Source: an optimization exercise on an open RTL-to-GDS flow (aim: small area and a short achievable clock period). Production flows keep margins and buffers that such runs may drop. RTL that was checked went through simulation tests only; none was proved equivalent to the original. No functional check of the RTL was part of run 2.

==> flow/design.v (outline; a module is shown in full before it is edited, if it fits) <==
// module o22a_cell: 9 lines
// module inv_cell: 6 lines
// module booth_enc: 10 lines
// module o22ai_cell: 9 lines
// module xnor2_cell: 7 lines
// module mux2i_cell: 8 lines
// module fa_cell: 10 lines
// module ha_cell: 9 lines
// module fft_butterfly_r2: 6588 lines
module fft_butterfly_r2 (
    input  wire        clk,
    input  wire        rst,
    input  wire        in_valid,
    input  wire        inverse,
    input  wire [31:0] a_re,
    input  wire [31:0] a_im,
    input  wire [31:0] b_re,
    input  wire [31:0] b_im,
    input  wire [31:0] w_re,
    input  wire [31:0] w_im,
    output reg         out_valid,
    output reg  [31:0] x0_re,
    output reg  [31:0] x0_im,
    output reg  [31:0] x1_re,
    output reg  [31:0] x1_im
);
  // ...
==> flow/flow/run.sh <==
#!/bin/bash
set -euo pipefail
SETUP_MARGIN=62.8
bash standard.sh synth > synth.log 2>&1
bash standard.sh "SETUP_SLACK_MARGIN=$SETUP_MARGIN" \
    "BUFFER_PORTS_ARGS=-buffer_cell sky130_fd_sc_hd__buf_2" \
    floorplan > floorplan.log 2>&1
bash standard.sh "SETUP_SLACK_MARGIN=$SETUP_MARGIN" \
    "BUFFER_PORTS_ARGS=-buffer_cell sky130_fd_sc_hd__buf_2" \
    place > place.log 2>&1
bash standard.sh "SETUP_SLACK_MARGIN=$SETUP_MARGIN" \
    "BUFFER_PORTS_ARGS=-buffer_cell sky130_fd_sc_hd__buf_2" \
    cts > cts.log 2>&1
bash standard.sh "SETUP_SLACK_MARGIN=$SETUP_MARGIN" \
    "BUFFER_PORTS_ARGS=-buffer_cell sky130_fd_sc_hd__buf_2" \
    finish > finish.log 2>&1
==> flow/standard.sh <==
#!/bin/bash
# synth_recipe.tcl (not shown) runs the flow's synth.tcl, then flattens the netlist and writes it again
# the make line also repeats each setting of config.mk as NAME=value (left out here)
make -C /OpenROAD-flow-scripts/flow DESIGN_CONFIG=/design/flow/config.mk WORK_HOME=/design/flow/orfs CLKGATE_MAP_FILE= SYNTH_SCRIPT=/design/flow/synth_recipe.tcl "${@:-finish}"
==> flow/config.mk <==
export PLATFORM = sky130hd
export DESIGN_NAME = fft_butterfly_r2
export DESIGN_NICKNAME = fft_butterfly_r2
export VERILOG_FILES = /design/flow/design.v
export SDC_FILE = /design/flow/constraint.sdc
export NUM_CORES = 8
export LEC_CHECK = 0
export CAP_MARGIN = 20
export CORE_MARGIN = 2
export CORE_UTILIZATION = 60
export CTS_CLUSTER_DIAMETER = 80
export CTS_CLUSTER_SIZE = 30
export SETUP_SLACK_MARGIN = 2
export SLEW_MARGIN = 20
export SYNTH_HIERARCHICAL = 1
==> flow/constraint.sdc <==
create_clock -name core_clock -period 80.0 [get_ports {clk}]
set_input_delay 16.0000 -clock core_clock [delete_from_list [all_inputs] [get_ports {clk}]]
set_output_delay 16.0000 -clock core_clock [all_outputs]
set_load 0.01 [all_outputs]
==> results.py, run 1 <==
metrics = {
    "run_status": {
        "status": "complete, no violations",
    },
    "logic_synthesis": {
        "synthMuxAreaShare_pct": 1.73,
        "netlist_instances": 13800,
        "synth_edf_count": 0,
        "yosysMostFrequentCell": "o22ai_1",
    },
    "setup_path": {
        "crit_buf_inv": 1,
        "path_depth": 1,
        "r2r_cells": 88,
        "path_class": "reg -> out",
        "cp-start-kind": "register",
    },
    "final_layout": {
        "seq_cells": 645,
        "syn2layout_area_growth_pct": 11.8,
        "fill_cells": 15300,
        "layout_commonest_cell": "o22ai_1",
        "drive_above_1_share_pct": 11.1,
        "final_util_pct": 67.6,
    },
    "routing": {
        "vias": 120000,
        "ant_nets": 0,
    },
    "hold_path": {
        "whs_path_depth": 0,
    },
    "sta": {
        "setup_tns_ns": 0,
        "holdWs_ns": 0.320,
    },
    "floorplan": {
        "core_area_um2": 188000,
        "num_rows": 159,
    },
    "global_routing": {
        "busiest_layer": "met2",
        "grt_pass1_wl_mm": 672,
    },
    "placed_design": {
        "place_congestion": 1.05,
    },
}
==> inputs of run 2 (changes only) <==
--- a/flow/design.v
+++ b/flow/design.v
@@ -4554,100 +4554,96 @@
         o22ai_cell u_nl_m113 (.a1(nl_m84), .a2(shl[3]), .b1(nl_m76), .b2(nl_sn96), .y(nl_m113));
         wire nl_m114;
         o22ai_cell u_nl_m114 (.a1(nl_m85), .a2(shl[3]), .b1(nl_m77), .b2(nl_sn96), .y(nl_m114));
         wire nl_m115;
         o22ai_cell u_nl_m115 (.a1(nl_m86), .a2(shl[3]), .b1(nl_m78), .b2(nl_sn96), .y(nl_m115));
         wire nl_m116;
         o22ai_cell u_nl_m116 (.a1(nl_m87), .a2(shl[3]), .b1(nl_m79), .b2(nl_sn96), .y(nl_m116));
         wire nl_l117;
-        assign nl_l117 = (~shl[4] & nl_l88);
+        assign nl_l117 = (~shl[4] & nl_l91);
         wire nl_l118;
-        assign nl_l118 = (~shl[4] & nl_l89);
+        assign nl_l118 = (~shl[4] & nl_l92);
         wire nl_l119;
-        assign nl_l119 = (~shl[4] & nl_l90);
+        assign nl_l119 = (~shl[4] & nl_l93);
         wire nl_l120;
-        assign nl_l120 = (~shl[4] & nl_l91);
+        assign nl_l120 = (~shl[4] & nl_l94);
         wire nl_l121;
-        assign nl_l121 = (~shl[4] & nl_l92);
+        assign nl_l121 = (~shl[4] & nl_l95);
         wire nl_l122;
-        assign nl_l122 = (~shl[4] & nl_l93);
+        assign nl_l122 = (~shl[4] & nl_m97);
         wire nl_l123;
-        assign nl_l123 = (~shl[4] & nl_l94);
+        assign nl_l123 = (~shl[4] & nl_m98);
         wire nl_l124;
-        assign nl_l124 = (~shl[4] & nl_l95);
+        assign nl_l124 = (~shl[4] & nl_m99);
         wire nl_l125;
-        assign nl_l125 = (~shl[4] & nl_m97);
+        assign nl_l125 = (~shl[4] & nl_m100);
         wire nl_l126;
-        assign nl_l126 = (~shl[4] & nl_m98);
+        assign nl_l126 = (~shl[4] & nl_m101);
         wire nl_l127;
-        assign nl_l127 = (~shl[4] & nl_m99);
+        assign nl_l127 = (~shl[4] & nl_m102);
         wire nl_l128;
-        assign nl_l128 = (~shl[4] & nl_m100);
+        assign nl_l128 = (~shl[4] & nl_m103);
         wire nl_l129;
-        assign nl_l129 = (~shl[4] & nl_m101);
-        wire nl_l130;
-        assign nl_l130 = (~shl[4] & nl_m102);
-        wire nl_l131;
-        assign nl_l131 = (~shl[4] & nl_m103);
+        assign nl_l129 = (~shl[4] & nl_m104);
+        wire nl_sn130;
+        inv_cell u_nl_sn130 (.a(shl[4]), .y(nl_sn130));
+        wire nl_m131;
+        o22a_cell u_nl_m131 (.a1(nl_m105), .a2(shl[4]), .b1(nl_l88), .b2(nl_sn130), .y(nl_m131));
         wire nl_l132;
-        assign nl_l132 = (~shl[4] & nl_m104);
-        wire nl_sn133;
-        inv_cell u_nl_sn133 (.a(shl[4]), .y(nl_sn133));
-        wire nl_m134;
-        o22a_cell u_nl_m134 (.a1(nl_m105), .a2(shl[4]), .b1(nl_l88), .b2(nl_sn133), .y(nl_m134));
-        wire nl_l135;
-        assign nl_l135 = nl_m134;
-        wire nl_m136;
-        o22a_cell u_nl_m136 (.a1(nl_m106), .a2(shl[4]), .b1(nl_l89), .b2(nl_sn133), .y(nl_m136));
-        wire nl_l137;
-        assign nl_l137 = nl_m136;
-        wire nl_m138;
-        o22a_cell u_nl_m138 (.a1(nl_m107), .a2(shl[4]), .b1(nl_l90), .b2(nl_sn133), .y(nl_m138));
-        wire nl_l139;
-        assign nl_l139 = nl_m138;
-        wire nl_m140;
-        o22a_cell u_nl_m140 (.a1(nl_m108), .a2(shl[4]), .b1(nl_l91), .b2(nl_sn133), .y(nl_m140));
-        wire nl_l141;
-        assign nl_l141 = nl_m140;
-        wire nl_m142;
-        o22a_cell u_nl_m142 (.a1(nl_m109), .a2(shl[4]), .b1(nl_l92), .b2(nl_sn133), .y(nl_m142));
-        wire nl_l143;
-        assign nl_l143 = nl_m142;
-        wire nl_m144;
-        o22a_cell u_nl_m144 (.a1(nl_m110), .a2(shl[4]), .b1(nl_l93), .b2(nl_sn133), .y(nl_m144));
-        wire nl_l145;
-        assign nl_l145 = nl_m144;
-        wire nl_m146;
-        o22a_cell u_nl_m146 (.a1(nl_m111), .a2(shl[4]), .b1(nl_l94), .b2(nl_sn133), .y(nl_m146));
-        wire nl_l147;
-        assign nl_l147 = nl_m146;
-        wire nl_m148;
-        o22a_cell u_nl_m148 (.a1(nl_m112), .a2(shl[4]), .b1(nl_l95), .b2(nl_sn133), .y(nl_m148));
-        wire nl_l149;
-        assign nl_l149 = nl_m148;
-        wire nl_m150;
-        o22a_cell u_nl_m150 (.a1(nl_m113), .a2(shl[4]), .b1(nl_m97), .b2(nl_sn133), .y(nl_m150));
-        wire nl_l151;
-        assign nl_l151 = nl_m150;
-        wire nl_m152;
-        o22a_cell u_nl_m152 (.a1(nl_m114), .a2(shl[4]), .b1(nl_m98), .b2(nl_sn133), .y(nl_m152));
-        wire nl_l153;
-        assign nl_l153 = nl_m152;
-        wire nl_m154;
-        o22a_cell u_nl_m154 (.a1(nl_m115), .a2(shl[4]), .b1(nl_m99), .b2(nl_sn133), .y(nl_m154));
-        wire nl_l155;
-        assign nl_l155 = nl_m154;
-        wire nl_m156;
-        o22a_cell u_nl_m156 (.a1(nl_m116), .a2(shl[4]), .b1(nl_m100), .b2(nl_sn133), .y(nl_m156));
-        wire nl_l157;
-        assign nl_l157 = nl_m156;
-        wire [27:0] n = {nl_l157, nl_l155, nl_l153, nl_l151, nl_l149, nl_l147, nl_l145, nl_l143, nl_l141, nl_l139, nl_l137, nl_l135, nl_l132, nl_l131, nl_l130, nl_l129, nl_l128, nl_l127, nl_l126, nl_l125, nl_l124, nl_l123, nl_l122, nl_l121, nl_l120, nl_l119, nl_l118, nl_l117};
+        assign nl_l132 = nl_m131;
+        wire nl_m133;
+        o22a_cell u_nl_m133 (.a1(nl_m106), .a2(shl[4]), .b1(nl_l89), .b2(nl_sn130), .y(nl_m133));
+        wire nl_l134;
+        assign nl_l134 = nl_m133;
+        wire nl_m135;
+        o22a_cell u_nl_m135 (.a1(nl_m107), .a2(shl[4]), .b1(nl_l90), .b2(nl_sn130), .y(nl_m135));
+        wire nl_l136;
+        assign nl_l136 = nl_m135;
+        wire nl_m137;
+        o22a_cell u_nl_m137 (.a1(nl_m108), .a2(shl[4]), .b1(nl_l91), .b2(nl_sn130), .y(nl_m137));
+        wire nl_l138;
+        assign nl_l138 = nl_m137;
+        wire nl_m139;
+        o22a_cell u_nl_m139 (.a1(nl_m109), .a2(shl[4]), .b1(nl_l92), .b2(nl_sn130), .y(nl_m139));
+        wire nl_l140;
+        assign nl_l140 = nl_m139;
+        wire nl_m141;
+        o22a_cell u_nl_m141 (.a1(nl_m110), .a2(shl[4]), .b1(nl_l93), .b2(nl_sn130), .y(nl_m141));
+        wire nl_l142;
+        assign nl_l142 = nl_m141;
+        wire nl_m143;
+        o22a_cell u_nl_m143 (.a1(nl_m111), .a2(shl[4]), .b1(nl_l94), .b2(nl_sn130), .y(nl_m143));
+        wire nl_l144;
+        assign nl_l144 = nl_m143;
+        wire nl_m145;
+        o22a_cell u_nl_m145 (.a1(nl_m112), .a2(shl[4]), .b1(nl_l95), .b2(nl_sn130), .y(nl_m145));
+        wire nl_l146;
+        assign nl_l146 = nl_m145;
+        wire nl_m147;
+        o22a_cell u_nl_m147 (.a1(nl_m113), .a2(shl[4]), .b1(nl_m97), .b2(nl_sn130), .y(nl_m147));
+        wire nl_l148;
+        assign nl_l148 = nl_m147;
+        wire nl_m149;
+        o22a_cell u_nl_m149 (.a1(nl_m114), .a2(shl[4]), .b1(nl_m98), .b2(nl_sn130), .y(nl_m149));
+        wire nl_l150;
+        assign nl_l150 = nl_m149;
+        wire nl_m151;
+        o22a_cell u_nl_m151 (.a1(nl_m115), .a2(shl[4]), .b1(nl_m99), .b2(nl_sn130), .y(nl_m151));
+        wire nl_l152;
+        assign nl_l152 = nl_m151;
+        wire nl_m153;
+        o22a_cell u_nl_m153 (.a1(nl_m116), .a2(shl[4]), .b1(nl_m100), .b2(nl_sn130), .y(nl_m153));
+        wire nl_l154;
+        assign nl_l154 = nl_m153;
+        wire [27:0] n = {nl_l154, nl_l152, nl_l150, nl_l148, nl_l146, nl_l144, nl_l142, nl_l140, nl_l138, nl_l136, nl_l134, nl_l132, nl_l129, nl_l128, nl_l127, nl_l126, nl_l125, nl_l124, nl_l123, nl_l122, nl_l121, nl_l120, nl_l119, nl_l118, nl_l117, 1'b0, 1'b0, 1'b0};
         wire [9:0]  em1 = {2'b00, ex} - {5'd0, shl};
-        wire        up  = n[3] & ((|n[2:0]) | n[4]);
+        wire        nst = (shl == 5'd0) ? (|sum[2:0]) : (shl == 5'd1) ? (|sum[1:0]) :
+                          (shl == 5'd2) ? sum[0] : 1'b0;
+        wire        up  = n[3] & (nst | n[4]);
         wire [23:0] nm = n[27:4];
         wire ic_g1;
         assign ic_g1 = 1'b0 | (nm[0] & up);
         wire ic_g2;
         assign ic_g2 = 1'b0 | (nm[1] & ic_g1);
         wire ic_p3;
         assign ic_p3 = nm[1] & nm[0];
         wire ic_g4;
@@ -4869,17 +4865,17 @@
         wire [31:0] pk  = (ef >= 10'd255) ? {x[31], 8'hff, 23'd0} : {x[31], ef[7:0], mr[22:0]};
         wire p_nan = (&p[30:23]) & (|p[22:0]);
         wire q_nan = (&q[30:23]) & (|q[22:0]);
         wire p_inf = (&p[30:23]) & ~(|p[22:0]);
         wire q_inf = (&q[30:23]) & ~(|q[22:0]);
         assign y = (p_nan | q_nan | (p_inf & q_inf & (p[31] ^ q[31]))) ? 32'h7fc0_0000 :
                    p_inf ? p :
                    q_inf ? q :
-                   (sum == 28'd0) ? {p[31] & q[31], 31'd0} : pk;
+                   (lz == 5'd28) ? {p[31] & q[31], 31'd0} : pk;
         end
     endgenerate
     reg [63:0] r2_t;
     reg [31:0] r2_are, r2_aim;
     always @(posedge clk) begin
         r2_t   <= tout;
         r2_are <= r1_are;
         r2_aim <= r1_aim;
@@ -6321,96 +6317,93 @@
         o22ai_cell u_nl_m109 (.a1(nl_m81), .a2(shl[3]), .b1(nl_m73), .b2(nl_sn93), .y(nl_m109));
         wire nl_m110;
         o22ai_cell u_nl_m110 (.a1(nl_m82), .a2(shl[3]), .b1(nl_m74), .b2(nl_sn93), .y(nl_m110));
         wire nl_m111;
         o22ai_cell u_nl_m111 (.a1(nl_m83), .a2(shl[3]), .b1(nl_m75), .b2(nl_sn93), .y(nl_m111));
         wire nl_m112;
         o22ai_cell u_nl_m112 (.a1(nl_m84), .a2(shl[3]), .b1(nl_m76), .b2(nl_sn93), .y(nl_m112));
         wire nl_l113;
-        assign nl_l113 = (~shl[4] & nl_l85);
+        assign nl_l113 = (~shl[4] & nl_l87);
         wire nl_l114;
-        assign nl_l114 = (~shl[4] & nl_l86);
+        assign nl_l114 = (~shl[4] & nl_l88);
         wire nl_l115;
-        assign nl_l115 = (~shl[4] & nl_l87);
+        assign nl_l115 = (~shl[4] & nl_l89);
         wire nl_l116;
-        assign nl_l116 = (~shl[4] & nl_l88);
+        assign nl_l116 = (~shl[4] & nl_l90);
         wire nl_l117;
-        assign nl_l117 = (~shl[4] & nl_l89);
+        assign nl_l117 = (~shl[4] & nl_l91);
         wire nl_l118;
-        assign nl_l118 = (~shl[4] & nl_l90);
+        assign nl_l118 = (~shl[4] & nl_l92);
         wire nl_l119;
-        assign nl_l119 = (~shl[4] & nl_l91);
+        assign nl_l119 = (~shl[4] & nl_m94);
         wire nl_l120;
-        assign nl_l120 = (~shl[4] & nl_l92);
+        assign nl_l120 = (~shl[4] & nl_m95);
         wire nl_l121;
-        assign nl_l121 = (~shl[4] & nl_m94);
+        assign nl_l121 = (~shl[4] & nl_m96);
         wire nl_l122;
-        assign nl_l122 = (~shl[4] & nl_m95);
+        assign nl_l122 = (~shl[4] & nl_m97);
         wire nl_l123;
-        assign nl_l123 = (~shl[4] & nl_m96);
+        assign nl_l123 = (~shl[4] & nl_m98);
         wire nl_l124;
-        assign nl_l124 = (~shl[4] & nl_m97);
+        assign nl_l124 = (~shl[4] & nl_m99);
         wire nl_l125;
-        assign nl_l125 = (~shl[4] & nl_m98);
+        assign nl_l125 = (~shl[4] & nl_m100);
         wire nl_l126;
-        assign nl_l126 = (~shl[4] & nl_m99);
-        wire nl_l127;
-        assign nl_l127 = (~shl[4] & nl_m100);
-        wire nl_l128;
-        assign nl_l128 = (~shl[4] & nl_m101);
-        wire nl_sn129;
-        inv_cell u_nl_sn129 (.a(shl[4]), .y(nl_sn129));
+        assign nl_l126 = (~shl[4] & nl_m101);
+        wire nl_sn127;
+        inv_cell u_nl_sn127 (.a(shl[4]), .y(nl_sn127));
+        wire nl_m128;
+        o22a_cell u_nl_m128 (.a1(nl_m102), .a2(shl[4]), .b1(nl_l85), .b2(nl_sn127), .y(nl_m128));
+        wire nl_l129;
+        assign nl_l129 = nl_m128;
         wire nl_m130;
-        o22a_cell u_nl_m130 (.a1(nl_m102), .a2(shl[4]), .b1(nl_l85), .b2(nl_sn129), .y(nl_m130));
+        o22a_cell u_nl_m130 (.a1(nl_m103), .a2(shl[4]), .b1(nl_l86), .b2(nl_sn127), .y(nl_m130));
         wire nl_l131;
         assign nl_l131 = nl_m130;
         wire nl_m132;
-        o22a_cell u_nl_m132 (.a1(nl_m103), .a2(shl[4]), .b1(nl_l86), .b2(nl_sn129), .y(nl_m132));
+        o22a_cell u_nl_m132 (.a1(nl_m104), .a2(shl[4]), .b1(nl_l87), .b2(nl_sn127), .y(nl_m132));
         wire nl_l133;
         assign nl_l133 = nl_m132;
         wire nl_m134;
-        o22a_cell u_nl_m134 (.a1(nl_m104), .a2(shl[4]), .b1(nl_l87), .b2(nl_sn129), .y(nl_m134));
+        o22a_cell u_nl_m134 (.a1(nl_m105), .a2(shl[4]), .b1(nl_l88), .b2(nl_sn127), .y(nl_m134));
         wire nl_l135;
         assign nl_l135 = nl_m134;
         wire nl_m136;
-        o22a_cell u_nl_m136 (.a1(nl_m105), .a2(shl[4]), .b1(nl_l88), .b2(nl_sn129), .y(nl_m136));
+        o22a_cell u_nl_m136 (.a1(nl_m106), .a2(shl[4]), .b1(nl_l89), .b2(nl_sn127), .y(nl_m136));
         wire nl_l137;
         assign nl_l137 = nl_m136;
         wire nl_m138;
-        o22a_cell u_nl_m138 (.a1(nl_m106), .a2(shl[4]), .b1(nl_l89), .b2(nl_sn129), .y(nl_m138));
+        o22a_cell u_nl_m138 (.a1(nl_m107), .a2(shl[4]), .b1(nl_l90), .b2(nl_sn127), .y(nl_m138));
         wire nl_l139;
         assign nl_l139 = nl_m138;
         wire nl_m140;
-        o22a_cell u_nl_m140 (.a1(nl_m107), .a2(shl[4]), .b1(nl_l90), .b2(nl_sn129), .y(nl_m140));
+        o22a_cell u_nl_m140 (.a1(nl_m108), .a2(shl[4]), .b1(nl_l91), .b2(nl_sn127), .y(nl_m140));
         wire nl_l141;
         assign nl_l141 = nl_m140;
         wire nl_m142;
-        o22a_cell u_nl_m142 (.a1(nl_m108), .a2(shl[4]), .b1(nl_l91), .b2(nl_sn129), .y(nl_m142));
+        o22a_cell u_nl_m142 (.a1(nl_m109), .a2(shl[4]), .b1(nl_l92), .b2(nl_sn127), .y(nl_m142));
         wire nl_l143;
         assign nl_l143 = nl_m142;
         wire nl_m144;
-        o22a_cell u_nl_m144 (.a1(nl_m109), .a2(shl[4]), .b1(nl_l92), .b2(nl_sn129), .y(nl_m144));
+        o22a_cell u_nl_m144 (.a1(nl_m110), .a2(shl[4]), .b1(nl_m94), .b2(nl_sn127), .y(nl_m144));
         wire nl_l145;
         assign nl_l145 = nl_m144;
         wire nl_m146;
-        o22a_cell u_nl_m146 (.a1(nl_m110), .a2(shl[4]), .b1(nl_m94), .b2(nl_sn129), .y(nl_m146));
+        o22a_cell u_nl_m146 (.a1(nl_m111), .a2(shl[4]), .b1(nl_m95), .b2(nl_sn127), .y(nl_m146));
         wire nl_l147;
         assign nl_l147 = nl_m146;
         wire nl_m148;
-        o22a_cell u_nl_m148 (.a1(nl_m111), .a2(shl[4]), .b1(nl_m95), .b2(nl_sn129), .y(nl_m148));
+        o22a_cell u_nl_m148 (.a1(nl_m112), .a2(shl[4]), .b1(nl_m96), .b2(nl_sn127), .y(nl_m148));
         wire nl_l149;
         assign nl_l149 = nl_m148;
-        wire nl_m150;
-        o22a_cell u_nl_m150 (.a1(nl_m112), .a2(shl[4]), .b1(nl_m96), .b2(nl_sn129), .y(nl_m150));
-        wire nl_l151;
-        assign nl_l151 = nl_m150;
-        wire [26:0] n = {nl_l151, nl_l149, nl_l147, nl_l145, nl_l143, nl_l141, nl_l139, nl_l137, nl_l135, nl_l133, nl_l131, nl_l128, nl_l127, nl_l126, nl_l125, nl_l124, nl_l123, nl_l122, nl_l121, nl_l120, nl_l119, nl_l118, nl_l117, nl_l116, nl_l115, nl_l114, nl_l113};
+        wire [26:0] n = {nl_l149, nl_l147, nl_l145, nl_l143, nl_l141, nl_l139, nl_l137, nl_l135, nl_l133, nl_l131, nl_l129, nl_l126, nl_l125, nl_l124, nl_l123, nl_l122, nl_l121, nl_l120, nl_l119, nl_l118, nl_l117, nl_l116, nl_l115, nl_l114, nl_l113, 1'b0, 1'b0};
         wire [9:0]  em1_d = {2'b00, exm1} - {5'd0, shl};
-        wire        up_d  = n[2] & ((n[1] | n[0]) | n[3]);
+        wire        nst_d = (shl == 5'd0) ? (dif[1] | dif[0]) : (shl == 5'd1) ? dif[0] : 1'b0;
+        wire        up_d  = n[2] & (nst_d | n[3]);
         wire [23:0] nm_d = n[26:3];
         wire id_g1;
         assign id_g1 = 1'b0 | (nm_d[0] & up_d);
         wire id_g2;
         assign id_g2 = 1'b0 | (nm_d[1] & id_g1);
         wire id_p3;
         assign id_p3 = nm_d[1] & nm_d[0];
         wire id_g4;
@@ -6625,17 +6618,17 @@
         assign id_s108 = nm_d[22] ^ id_g60;
         wire id_s109;
         assign id_s109 = nm_d[23] ^ id_g82;
         wire id_s110;
         assign id_s110 = 1'b0 ^ id_g46;
         wire [24:0] mr_d = {id_s110, id_s109, id_s108, id_s107, id_s106, id_s105, id_s104, id_s103, id_s102, id_s101, id_s100, id_s99, id_s98, id_s97, id_s96, id_s95, id_s94, id_s93, id_s92, id_s91, id_s90, id_s89, id_s88, id_s87, id_s86};
         wire [9:0]  ef_d  = em1_d + {8'd0, mr_d[24:23]};
         wire        sg_d  = p[31] ^ swap;
-        wire [31:0] r_d   = (dif == 27'd0) ? 32'd0 :
+        wire [31:0] r_d   = (lz == 5'd27) ? 32'd0 :
                             (ef_d >= 10'd255) ? {sg_d, 8'hff, 23'd0} : {sg_d, ef_d[7:0], mr_d[22:0]};
         wire same  = ~(p[31] ^ q[31]);
         wire p_nan = (&p[30:23]) & (|p[22:0]);
         wire q_nan = (&q[30:23]) & (|q[22:0]);
         wire p_inf = (&p[30:23]) & ~(|p[22:0]);
         wire q_inf = (&q[30:23]) & ~(|q[22:0]);
         assign ys = (p_nan | q_nan | (p_inf & q_inf & ~same)) ? 32'h7fc0_0000 :
                     p_inf ? p :
--- a/flow/flow/run.sh
+++ b/flow/flow/run.sh
@@ -1,11 +1,11 @@
 #!/bin/bash
 set -euo pipefail
-SETUP_MARGIN=62.8
+SETUP_MARGIN=62.5
 bash standard.sh synth > synth.log 2>&1
 bash standard.sh "SETUP_SLACK_MARGIN=$SETUP_MARGIN" \
     "BUFFER_PORTS_ARGS=-buffer_cell sky130_fd_sc_hd__buf_2" \
     floorplan > floorplan.log 2>&1
 bash standard.sh "SETUP_SLACK_MARGIN=$SETUP_MARGIN" \
     "BUFFER_PORTS_ARGS=-buffer_cell sky130_fd_sc_hd__buf_2" \
     place > place.log 2>&1
 bash standard.sh "SETUP_SLACK_MARGIN=$SETUP_MARGIN" \
==> flow/config.mk (replaced) <==
export PLATFORM = sky130hd
export DESIGN_NAME = fft_butterfly_r2
export DESIGN_NICKNAME = fft_butterfly_r2
export VERILOG_FILES = /design/flow/design.v
export SDC_FILE = /design/flow/constraint.sdc
export NUM_CORES = 8
export LEC_CHECK = 0
export CAP_MARGIN = 20
export CORE_MARGIN = 2
export CORE_UTILIZATION = 60
export CTS_CLUSTER_DIAMETER = 70
export CTS_CLUSTER_SIZE = 25
export SETUP_SLACK_MARGIN = 2
export SLEW_MARGIN = 20
export SYNTH_HIERARCHICAL = 1
==> run 2 against run 1 <==
Net effect:
- largest cell class unchanged
- global-route usage about the same
- still clean on timing, DRC and antenna
- sequential cell count unchanged
- clock skew up 0.021 ns
- critical endpoint is now x1_im[9]
==> results.py, run 2 <==
metrics = {
    "final_layout": {
        "regMostFlops": "r1_prod",
        "final_cell_mix": "o22ai_1 (2,422), xnor2_1 (1,483), inv_1 (1,158), nand2_1 (1,157), ha_1 (1,070)",
        "syn2layout_area_growth_pct": 9.83,
        "seqCellArea_um2": 13000,
        "drive_above_1_share_pct": 9.06,
        "largest_registers": "r1_prod (128), r2_t (64)",
        "layout_commonest_cell": "o22ai_1",
        "largest_reg_flops": 128,
        "multi_input_area_um2": 97200,
        "final_util_pct": 66.5,
        "num-nets-final": 16700,
        "fill_cells": 15600,
    },
    "placed_design": {
        "hpwl_mm": 329,
        "port_buffers": 324,
        "place_congestion": 1.05,
    },
    "setup_path": {
        "path_class": "reg -> out",
        "critPathTopFamily": "flip-flops",
        "path_depth": 1,
        "cp-start-kind": "register",
        "crit_slowest_cell": "dfxtp_1",
        "critPathMaxFanout": 1,
        "r2r_cells": 58,
        "critPathCaptureType": "primary output",
        "reg2reg_from": "r0_bim[29]",
        "max_stage_delay_ns": 0.36,
        "cp-startpoint": "x1_im[9]",
        "critical_path_arrival_ns": 1.24,
        "cp_cell_sequence": "buf_2",
        "crit_buf_inv": 1,
        "worstPathRequired_ns": 64.00,
    },
    "sta": {
        "drv_slew": 0,
        "hold_viol": 0,
        "max_slew.worst_pin.slew_ns": 1.37,
        "max_freq_mhz": 58.0,
        "setup_tns_ns": 0,
        "finalSetupViolCount": 0,
        "fin_worst_skew_ns": 0.0780,
        "maxSlewHeadroom_pct": 7.69,
        "fin_crit_ns": 17.24,
        "rsz0062_at_grt": "yes",
        "post-route-period-util_pct": 21.6,
        "holdWs_ns": 0.313,
    },
    "routing": {
        "ant_nets": 0,
        "finalWirelength_mm": 447,
        "first_iter_violations": 15600,
        "dr.pass1.iters": 10,
        "vias": 118000,
        "viasPerCell": 6.99,
        "post_drt_wl_per_cell_um": 26.4,
        "drc_errors": 0,
    },
    "clocking": {
        "htree_levels": 2,
        "cts_buffer_depth": 3,
        "clock_sinks": 645,
        "cts_buffers": 52,
        "tritoncts": "yes",
        "clk_pin_slew_worst_paths_ns": 0.09,
        "cts_hold_buffers": 0,
        "root_buffer": "clkbuf_16",
        "clk_latency_ns": 0.79,
    },
    "floorplan": {
        "start_util_pct": 60.5,
        "core_area_um2": 188000,
        "num_rows": 159,
        "die_y_um": 439,
        "pin_count": 325,
        "fp.dieW_um": 439,
        "dieArea_um2": 193000,
    },
    "logic_synthesis": {
        "synth_area_per_cell_um2": 8.23,
        "synth_edf_count": 0,
        "synth_area_um2": 114000,
        "yosysWarningCount": 7,
        "synthFlopType": "dfxtp_1",
        "synth_seq_cells": 645,
        "synthArstFlopShare_pct": 0,
        "netlist_instances": 13800,
        "yosysUniqueCellTypes": 106,
        "synth_top_area_share_pct": 18.6,
        "yosysMostFrequentCell": "o22ai_1",
        "netlist_top_cells_area": "fa_1 (19%), o22ai_1 (13%), ha_1 (12%), xnor2_1 (12%), dfxtp_1 (11%)",
        "yosys.area.top_type": "fa_1",
        "yosysSeqAreaShare_pct": 11.3,
        "yosys-top-cells-count": "o22ai_1 (2,452), xnor2_1 (1,518), inv_1 (1,193)",
    },
    "hold_path": {
        "hp-class": "reg -> reg",
        "whs_path_depth": 0,
        "holdCritStartpoint": "r0_aim[14]",
    },
    "global_routing": {
        "antenna_found_initial": 16,
        "grt_pass1_wl_mm": 670,
        "grt_usage_pct": 44.1,
        "grt-ovfl-total": 0,
        "grt_max_degree": 89,
        "first_global_vias": 116000,
    },
    "run_status": {
        "status": "complete, no violations",
    },
    "flow_run": {
        "drv_cap": 0,
    },
}
## run 2: stage by stage
stage                     worst slack [ns]  cell area [µm²]  std cells
after floorplan                      62.52           114000      13800
after global placement               60.29           120000      16700
after detailed placement             59.83           120000      16700
after CTS                            62.31           123000      16800
after global routing                 62.39           125000      16900
final                                62.76           125000      16900
## run 2: repair_timing
action	4_1_cts	5_1_grt
setup endpoints to repair	199	292
setup buffers	21	91
pin swaps	7	44
cloned	12	21
resized for setup	80	240
## run 2: area by class of cell
class	count	share of cell area, %
multi-input cells	11700	77.8
flip-flops and latches	645	10.4
repair buffers	716	3.90
inverters	1201	3.71
well taps	2495	2.50
clock buffers	54	1.06
clock inverters	37	0.512
repair inverters	20	0.0901
diodes	7	0.0140
## run 2: worst paths after layout
check	to	slack [ns]
min reg2reg	r1_aim[14]	0.31
max	x1_im[9]	62.76
min	r1_aim[14]	0.31
max reg2reg	r1_prod[36]	62.78
## run 2: metal layers
metal | track usage [%] | vias up | part of all wire (%)
met5 | 0 | - | 0.086
met4 | 32.5 | 18 | 9.3
met3 | 13.5 | 2717 | 13
met2 | 68.2 | 8595 | 43
met1 | 51.6 | 55500 | 35
li1 | - | 51400 | -
## run 2: per-module statistics from Yosys (local to each module, per instance)
module,area [µm²],copies in the design,cells
xnor2_cell,8.76,1104,1
fft_butterfly_r2,61100,1,8484
ha_cell,12.5,356,1
o22a_cell,8.76,150,1
booth_enc,30.0,24,4
inv_cell,3.75,160,1
fa_cell,20.0,1032,1
o22ai_cell,6.26,2444,1
## run 2: cell families (layout without fill, tap and decap cells)
group	after synthesis	count (layout)	synth area share, %
xor+xnor	1781	1781	13.7
flops	645	645	11.3
other cells	1	17	0.00330
simple gates	3379	3383	14.0
fa+ha+maj	2140	2140	30.5
buf+inv	1460	2028	4.82
mux	143	143	1.31
compound gates	4277	4281	24.2

-- re-timing with driven ports --
No port has a modelled driver above. Below, the same layouts with a new extraction and two added sets of constraints. Step 1, drivers: a clkbuf_16 drives clk and a buf_2 each remaining input, both assumed. Step 2 also shifts input and output timing later by t, the mid clock arrival at the registers, as if the neighbouring blocks saw the same clock. a / b / c = ideal / step 1 / step 2; a / b = the first two.
| run | shift t [ns] | setup WS [ns] | cell pins on the clock port's net |
|---|---|---|---|
| run 1 | 0.834 | 62.766 / 62.662 / 63.344 | 1 |
| run 2 | 0.857 | 62.757 / 62.653 / 62.781 | 1 |
After both steps setup and hold are still met in every run listed.
